Background: an optimization exercise with open tools, aiming at small area. Do not read the settings as production practice.
Function was checked by simulation only, so behaviour that the tests miss may differ from the original.
Power figures rest on the tool's default switching activity, not on a simulated workload.

==> flow/design.v <==
module srqd_core #(
    parameter PULSE_CYCLES = 4       
) (
    input  wire        clk,
    input  wire        rst,          
    input  wire        cmd_valid,
    output wire        cmd_ready,
    input  wire [15:0] cmd_word,
    output wire        rsp_valid,
    output wire [2:0]  rsp_status,
    output wire [1:0]  rsp_info,
    output reg  [31:0] result,
    output reg         fault,
    output wire [1:0]  sr_state,
    output wire [1:0]  qd_state,
    input  wire [5:0]  pin_deny,
    input  wire        notify_fail,
    input  wire        line_fail,
    output reg         sr_data,
    output reg         sr_shclk,
    output reg         sr_latch,
    output wire        sr_oe,
    input  wire        qd_a,
    input  wire        qd_b,
    input  wire        qd_sw,
    output wire        qd_oe,
    output wire        qd_armed
);
    localparam ST_OK       = 3'd0;
    localparam ST_RESOURCE = 3'd1;
    localparam ST_NOTIFY   = 3'd2;
    localparam ST_LINE     = 3'd3;
    localparam ST_LIFE     = 3'd4;
    localparam ST_ILLEGAL  = 3'd5;
    localparam SR_UNCON = 2'd0;
    localparam SR_READY = 2'd1;
    localparam SR_FAIL  = 2'd2;
    localparam SR_TORN  = 2'd3;
    localparam QD_UNCON = 2'd0;
    localparam QD_LIVE  = 2'd1;
    localparam QD_FAIL  = 2'd2;
    localparam QD_REL   = 2'd3;
    localparam M_SRI   = 3'd0;       
    localparam M_SHIFT = 3'd1;       
    localparam M_LAT   = 3'd2;       
    localparam M_IDLE  = 3'd3;
    localparam M_QDI   = 3'd4;       
    localparam M_POLL  = 3'd5;       
    localparam M_ONE   = 3'd6;       
    localparam M_RESP  = 3'd7;
    localparam K_NOP   = 3'd0;
    localparam K_READ  = 3'd2;
    localparam K_RESET = 3'd3;
    localparam K_REL   = 3'd4;
    localparam K_PRE   = 3'd5;
    localparam K_LIFE  = 3'd6;
    localparam K_ILL   = 3'd7;
    localparam P_RISE = 3'd0;
    localparam P_FALL = 3'd4;
    localparam P_DATA = 3'd7;
    reg [2:0]  mode;
    reg [2:0]  ph;
    reg [2:0]  bitn;
    reg        aux;          
    reg [7:0]  imm;
    reg [1:0]  sr_st;
    reg [1:0]  qd_st;
    reg [31:0] count;
    reg        last_a;
    reg        sw_q;
    wire idle = mode[1] & mode[0];
    assign cmd_ready = idle;
    assign rsp_valid = (mode == M_RESP);
    assign sr_state  = sr_st;
    assign qd_state  = qd_st;
    wire sr_up = sr_st[0] ^ sr_st[1];            
    wire qd_up = qd_st[0] ^ qd_st[1];            
    assign sr_oe    = sr_up | (mode == M_SRI && ph != 3'd0);
    assign qd_oe    = qd_up | (mode == M_QDI && ph != 3'd0);
    assign qd_armed = qd_up | (mode == M_QDI && ph == 3'd2);
    wire sw_fall = qd_up & sw_q & ~qd_sw;
    wire [7:0] op   = cmd_word[15:8];
    wire       imm0 = (cmd_word[7:0] == 8'h00);
    wire op_hi = (op[7:6] == 2'b00) & ~op[3];
    wire g_sr  = op_hi & (op[5:4] == 2'b01) & ~op[2];             
    wire g_qd  = op_hi & (op[5:4] == 2'b10) & ~(op[2] & op[1]);   
    wire legal = (g_sr & (imm0 | (~op[1] & op[0])))
               | (g_qd & (imm0 | (op[2] & op[0])));
    wire sr_uncon = (sr_st == SR_UNCON);
    wire qd_uncon = (qd_st == QD_UNCON);
    wire sr_allow = (op[1:0] == 2'b00) ? sr_uncon :
                    (op[1:0] == 2'b11) ? ~sr_uncon : (sr_st == SR_READY);
    wire qd_allow = (op[2:0] == 3'b000) ? qd_uncon :
                    (op[2:0] == 3'b001) ? (qd_st == QD_LIVE) : ~qd_uncon;
    wire allow = op[5] ? qd_allow : sr_allow;
    wire one   = ~legal | ~allow
               | (~op[5] & op[1] & op[0] & (sr_st == SR_TORN))
               | (op[5] & (op[2] | op[1]));
    wire [2:0] n_mode = one ? M_ONE : {op[5], ~op[5] & op[1] & ~op[0], op[0]};
    wire [2:0] n_ph   = one ? ((~legal | ~allow) ? {2'b11, ~legal} : {3{op[5]}} & op[2:0])
                            : {3{op[0] & ~op[5]}};
    wire m_one   = (mode == M_ONE);
    wire m_sri   = (mode == M_SRI);
    wire m_shift = (mode == M_SHIFT);
    wire m_lat   = (mode == M_LAT);
    wire m_qdi   = (mode == M_QDI);
    wire m_poll  = (mode == M_POLL);
    wire ph0 = (ph == 3'd0);
    wire ph1 = (ph == 3'd1);
    wire ph2 = (ph == 3'd2);
    wire ph3 = (ph == 3'd3);
    wire ph4 = (ph == 3'd4);
    wire ph5 = (ph == 3'd5);
    wire ph6 = (ph == 3'd6);
    wire ph7 = (ph == 3'd7);
    wire bit7 = (bitn == 3'd7);
    wire sr_ev = (m_sri & ~ph0) | ((m_shift | m_lat) & ~(ph1 | ph2 | ph3));
    wire qd_ev = (m_qdi & ph2) | m_poll;
    wire ev_fail = (sr_ev | qd_ev) & line_fail;
    wire ok = ~line_fail;
    wire sr_deny = pin_deny[0] | pin_deny[1] | pin_deny[2];
    wire qd_deny = pin_deny[3] | pin_deny[4] | pin_deny[5];
    wire stop_fail = ev_fail & ~(aux & ~mode[2]);
    wire done = m_one
              | (m_sri & ((ph0 & sr_deny) | ph3))
              | (m_shift & ph4 & bit7 & ~aux)
              | (m_lat & ((ph4 & ~aux) | ph7))
              | (m_qdi & ((ph0 & qd_deny) | (ph1 & notify_fail) | ph2))
              | (m_poll & ph1)
              | stop_fail;
    localparam C_OK    = 3'd0;
    localparam C_RES0  = 3'd1;
    localparam C_NOTE  = 3'd2;
    localparam C_LINE  = 3'd3;
    localparam C_RES1  = 3'd4;
    localparam C_RES2  = 3'd5;
    localparam C_LIFE  = 3'd6;
    localparam C_ILL   = 3'd7;
    reg [2:0] rc;
    assign rsp_status = {rc[2] & rc[1], rc[1] & ~rc[2], rc[0] | (rc[2] & ~rc[1])};
    assign rsp_info   = {rc[2] & ~rc[1] & rc[0], rc[2] & ~rc[1] & ~rc[0]};
    wire       acq    = (m_sri | m_qdi) & ph0;
    wire       den0   = m_qdi ? pin_deny[3] : pin_deny[0];
    wire       den1   = m_qdi ? pin_deny[4] : pin_deny[1];
    wire       k_err  = ph[2] & ph[1];                  
    wire [2:0] d_code = acq       ? (den0 ? C_RES0 : den1 ? C_RES1 : C_RES2) :
                        m_one     ? {k_err, k_err, k_err & ph[0]} :
                        stop_fail ? C_LINE :
                        (m_qdi & ph1) ? C_NOTE : C_OK;
    wire ser_bit = imm[3'd7 - bitn];
    wire        dn = (qd_b == aux);
    wire [32:0] tgl;
    assign tgl[0] = m_poll & ph1 & ok & (aux != last_a);
    genvar gi;
    generate
        for (gi = 0; gi < 32; gi = gi + 1) begin : g_tgl
            assign tgl[gi+1] = tgl[gi] & (count[gi] ^ dn);
        end
    endgenerate
    wire cnt_zero = rst | sw_fall | (m_qdi & ph1) | (m_one & (ph == K_RESET));
    wire cnt_pre  = m_one & (ph == K_PRE);
    wire rd       = m_one & (ph == K_READ) & ~rst;
    always @(posedge clk) begin
        sw_q <= qd_sw;
        result <= ({32{rd}} & count) | ({32{~rd & ~rst}} & result);
        count  <= ({32{~cnt_zero & cnt_pre}} & {count[23:0], imm})
                | ({32{~cnt_zero & ~cnt_pre}} & (count ^ tgl[31:0]));
        if (idle) begin
            imm <= cmd_word[7:0];
            aux  <= op[1] & op[0];       
        end else if (m_poll) begin
            aux  <= qd_a;                
        end
        bitn <= {3{~idle}} & (bitn + {2'b00, m_shift & ph4});
        ph <= idle ? n_ph : (m_shift & ph4) ? {3{~bit7}} : ph + 3'd1;
        if ((m_qdi & ph2 & ok) | (m_poll & ph1 & ok)) last_a <= m_qdi ? qd_a : aux;
        if (rst) begin
            mode       <= M_IDLE;
            sr_st      <= SR_UNCON;
            qd_st      <= QD_UNCON;
            rc         <= C_OK;
            fault      <= 1'b0;
            sr_data    <= 1'b0;
            sr_shclk   <= 1'b0;
            sr_latch   <= 1'b0;
        end else begin
            if (idle)
                mode <= cmd_valid ? n_mode : M_IDLE;
            else if (done)
                mode <= M_RESP;
            else if (m_shift & ph4 & bit7)
                mode <= M_LAT;
            if (done) rc <= d_code;
            if (ev_fail) fault <= 1'b1;
            if (ok) begin
                if (m_shift & ph7) sr_data <= ser_bit;
                if (m_lat & ph5)   sr_data <= 1'b0;
                if (m_shift & ph0) sr_shclk <= 1'b1;
                if (m_shift & ph4) sr_shclk <= 1'b0;
                if (m_lat & ph6)   sr_shclk <= 1'b0;
                if (m_lat & ph0)   sr_latch <= 1'b1;
                if (m_lat & (ph4 | ph7)) sr_latch <= 1'b0;
            end
            if (m_sri & ~ph0 & line_fail) sr_st <= SR_FAIL;
            else if (m_sri & ph3)         sr_st <= SR_READY;
            if ((m_shift | m_lat) & stop_fail) sr_st <= SR_FAIL;
            if (m_lat & ph7)              sr_st <= SR_TORN;
            if (m_qdi & ph2)              qd_st <= line_fail ? QD_FAIL : QD_LIVE;
            if (m_poll & line_fail)       qd_st <= QD_FAIL;
            if (m_one & (ph == K_REL))    qd_st <= QD_REL;
        end
    end
endmodule
==> flow/config.mk <==
export PLATFORM = sky130hd
export DESIGN_NAME = srqd_core
export DESIGN_NICKNAME = srqd_core
export VERILOG_FILES = /design/flow/design.v
export SDC_FILE = /design/flow/constraint.sdc
export NUM_CORES = 4
export LEC_CHECK = 0
export CAP_MARGIN = 20
export CORE_MARGIN = 2
export CORE_UTILIZATION = 40
export PLACE_DENSITY = 0.6
export SLEW_MARGIN = 20
==> flow/constraint.sdc <==
create_clock -name core_clock -period 10.0 [get_ports {clk}]
set_input_delay 2.0000 -clock core_clock [delete_from_list [all_inputs] [get_ports {clk}]]
set_output_delay 2.0000 -clock core_clock [all_outputs]
set_load 0.01 [all_outputs]
standard.sh (not shown) runs the stock make flow with config.mk's settings and CLKGATE_MAP_FILE= SYNTH_SCRIPT=/design/flow/synth_recipe.tcl, a recipe that flattens the netlist after the stock synthesis.
==> flow/flow/run.sh <==
#!/bin/bash
# The standard layout (standard.sh), with:
#  - synthesis mapped by an area-oriented abc script (flow/synth.tcl), without
#    the half/full-adder extraction step,
#  - ports buffered with the smallest buffer,
#  - a clock tree of small buffers without dummy loads.
# make's output goes to standard.log; each ORFS step logs to orfs/logs.
set -euo pipefail
W=$PWD
bash standard.sh \
  SYNTH_SCRIPT=$W/flow/synth.tcl MY_ABC_SCRIPT=$W/flow/area.abc ADDER_MAP_FILE= \
  "BUFFER_PORTS_ARGS=-buffer_cell sky130_fd_sc_hd__buf_1" \
  "CTS_ARGS=-sink_clustering_enable -repair_clock_nets -dont_use_dummy_load -buf_list sky130_fd_sc_hd__clkbuf_8 -sink_clustering_size 24" \
  finish > standard.log 2>&1
==> flow/flow/area.abc <==
strash; &get -n; &st; &dch -f; &nf -a -R 1000; &put
==> flow/flow/synth.tcl <==
# The standard flow's synthesis (synth_recipe.tcl) with one change: abc maps with the
# area-oriented script in MY_ABC_SCRIPT instead of ORFS's speed script.
proc synth {args} { yosys synth -nofsm -noshare {*}$args }
proc abc {args} {
  set i [lsearch -exact $args -script]
  if { $i >= 0 } { set args [lreplace $args $i [expr {$i + 1}] -script $::env(MY_ABC_SCRIPT)] }
  yosys abc {*}$args
}
source $::env(SCRIPTS_DIR)/synth.tcl
# left out here: clear keep_hierarchy, flatten, clean up, hide names made inside functions, write 1_2_yosys.v
The starting point finished with timing, DRC and antenna clean.
Change:
--- a/flow/design.v
+++ b/flow/design.v
@@ -62,5 +62,5 @@
     reg [2:0]  ph;
     reg [2:0]  bitn;
-    reg        aux;          
+    reg        td;           
     reg [7:0]  imm;
     reg [1:0]  sr_st;
@@ -68,4 +68,5 @@
     reg [31:0] count;
     reg        last_a;
+    reg        curr_a;
     reg        sw_q;
     wire idle = mode[1] & mode[0];
@@ -121,35 +122,37 @@
     wire sr_deny = pin_deny[0] | pin_deny[1] | pin_deny[2];
     wire qd_deny = pin_deny[3] | pin_deny[4] | pin_deny[5];
-    wire stop_fail = ev_fail & ~(aux & ~mode[2]);
+    wire stop_fail = ev_fail & ~td;
     wire done = m_one
               | (m_sri & ((ph0 & sr_deny) | ph3))
-              | (m_shift & ph4 & bit7 & ~aux)
-              | (m_lat & ((ph4 & ~aux) | ph7))
+              | (m_shift & ph4 & bit7 & ~td)
+              | (m_lat & ((ph4 & ~td) | ph7))
               | (m_qdi & ((ph0 & qd_deny) | (ph1 & notify_fail) | ph2))
               | (m_poll & ph1)
               | stop_fail;
-    localparam C_OK    = 3'd0;
-    localparam C_RES0  = 3'd1;
-    localparam C_NOTE  = 3'd2;
-    localparam C_LINE  = 3'd3;
-    localparam C_RES1  = 3'd4;
-    localparam C_RES2  = 3'd5;
-    localparam C_LIFE  = 3'd6;
-    localparam C_ILL   = 3'd7;
+    localparam C_RES1 = 3'd6;
+    localparam C_RES2 = 3'd7;
     reg [2:0] rc;
-    assign rsp_status = {rc[2] & rc[1], rc[1] & ~rc[2], rc[0] | (rc[2] & ~rc[1])};
-    assign rsp_info   = {rc[2] & ~rc[1] & rc[0], rc[2] & ~rc[1] & ~rc[0]};
-    wire       acq    = (m_sri | m_qdi) & ph0;
-    wire       den0   = m_qdi ? pin_deny[3] : pin_deny[0];
-    wire       den1   = m_qdi ? pin_deny[4] : pin_deny[1];
-    wire       k_err  = ph[2] & ph[1];                  
-    wire [2:0] d_code = acq       ? (den0 ? C_RES0 : den1 ? C_RES1 : C_RES2) :
-                        m_one     ? {k_err, k_err, k_err & ph[0]} :
-                        stop_fail ? C_LINE :
-                        (m_qdi & ph1) ? C_NOTE : C_OK;
+    assign rsp_status = {rc[2] & ~rc[1], rc[1] & ~rc[2], rc[0] | (rc[2] & rc[1])};
+    assign rsp_info   = {rc[2] & rc[1] & rc[0], rc[2] & rc[1] & ~rc[0]};
+    reg [2:0] d_code;
+    always @(*) begin
+        d_code = ST_OK;
+        if (m_one) begin
+            if (ph == K_LIFE) d_code = ST_LIFE;
+            if (ph == K_ILL)  d_code = ST_ILLEGAL;
+        end else if (stop_fail) begin
+            d_code = ST_LINE;
+        end else if (m_sri & ph0) begin
+            d_code = pin_deny[0] ? ST_RESOURCE : pin_deny[1] ? C_RES1 : C_RES2;
+        end else if (m_qdi & ph0) begin
+            d_code = pin_deny[3] ? ST_RESOURCE : pin_deny[4] ? C_RES1 : C_RES2;
+        end else if (m_qdi & ph1) begin
+            d_code = ST_NOTIFY;
+        end
+    end
     wire ser_bit = imm[3'd7 - bitn];
-    wire        dn = (qd_b == aux);
+    wire        dn = (qd_b == curr_a);
     wire [32:0] tgl;
-    assign tgl[0] = m_poll & ph1 & ok & (aux != last_a);
+    assign tgl[0] = m_poll & ph1 & ok & (curr_a != last_a);
     genvar gi;
     generate
@@ -168,16 +171,15 @@
         if (idle) begin
             imm <= cmd_word[7:0];
-            aux  <= op[1] & op[0];       
-        end else if (m_poll) begin
-            aux  <= qd_a;                
+            td  <= op[1] & op[0];       
         end
         bitn <= {3{~idle}} & (bitn + {2'b00, m_shift & ph4});
         ph <= idle ? n_ph : (m_shift & ph4) ? {3{~bit7}} : ph + 3'd1;
-        if ((m_qdi & ph2 & ok) | (m_poll & ph1 & ok)) last_a <= m_qdi ? qd_a : aux;
+        curr_a <= qd_a;      
+        if ((m_qdi & ph2 & ok) | (m_poll & ph1 & ok)) last_a <= m_qdi ? qd_a : curr_a;
         if (rst) begin
             mode       <= M_IDLE;
             sr_st      <= SR_UNCON;
             qd_st      <= QD_UNCON;
-            rc         <= C_OK;
+            rc         <= ST_OK;
             fault      <= 1'b0;
             sr_data    <= 1'b0;
The new run finished with timing, DRC and antenna clean.
Fmax increases by 3.0%.
Clock power barely changes.
Count of clock-buffer cells in the layout stays the same.
Utilization increases by 0.20 points.
Hold slack got worse by 0.028 ns.
Via count hardly moves.
Sequential power increases by about 2%.
Die area increases by 1.1%.
Setup slack improved by 0.22 ns.
Power decreases by 11%.
Cell area increases by 0.86%.
Sequential share of layout area barely changes.
Routed wire length decreases by 1.2%.
Synthesized cell count increases by 0.85%.

-- port drivers added, routing unchanged --
The results above use ideal ports. As a check the final layouts listed here were re-extracted and re-timed, cells and wires unchanged.
Step 1: set_driving_cell puts a clkbuf_16 on clk and a buf_2 on each other input, an assumption about the parent block.
Step 2 moves the port delays by t, midway between the first and last clock arrival at a register: inputs arrive t later, outputs are due t later. That takes back most of the time a late clock gives input paths.
Three values: no drivers, after step 1, after step 2; two values: the first two.
run	t (ns)	setup WS [ns]	worst hold slack (ns)	worst data-port slew with drivers (ns)
the first run	0.385	2.536 / 2.539 / 2.154	0.480 / 0.480 / 0.480	0.03
the second run	0.378	2.755 / 2.766 / 2.388	0.452 / 0.452 / 0.452	0.04
After both steps setup and hold are still met in every run listed. The setup slack of the first run, which loses most, moves by +0.003 ns with the drivers and by -0.382 ns with both steps.
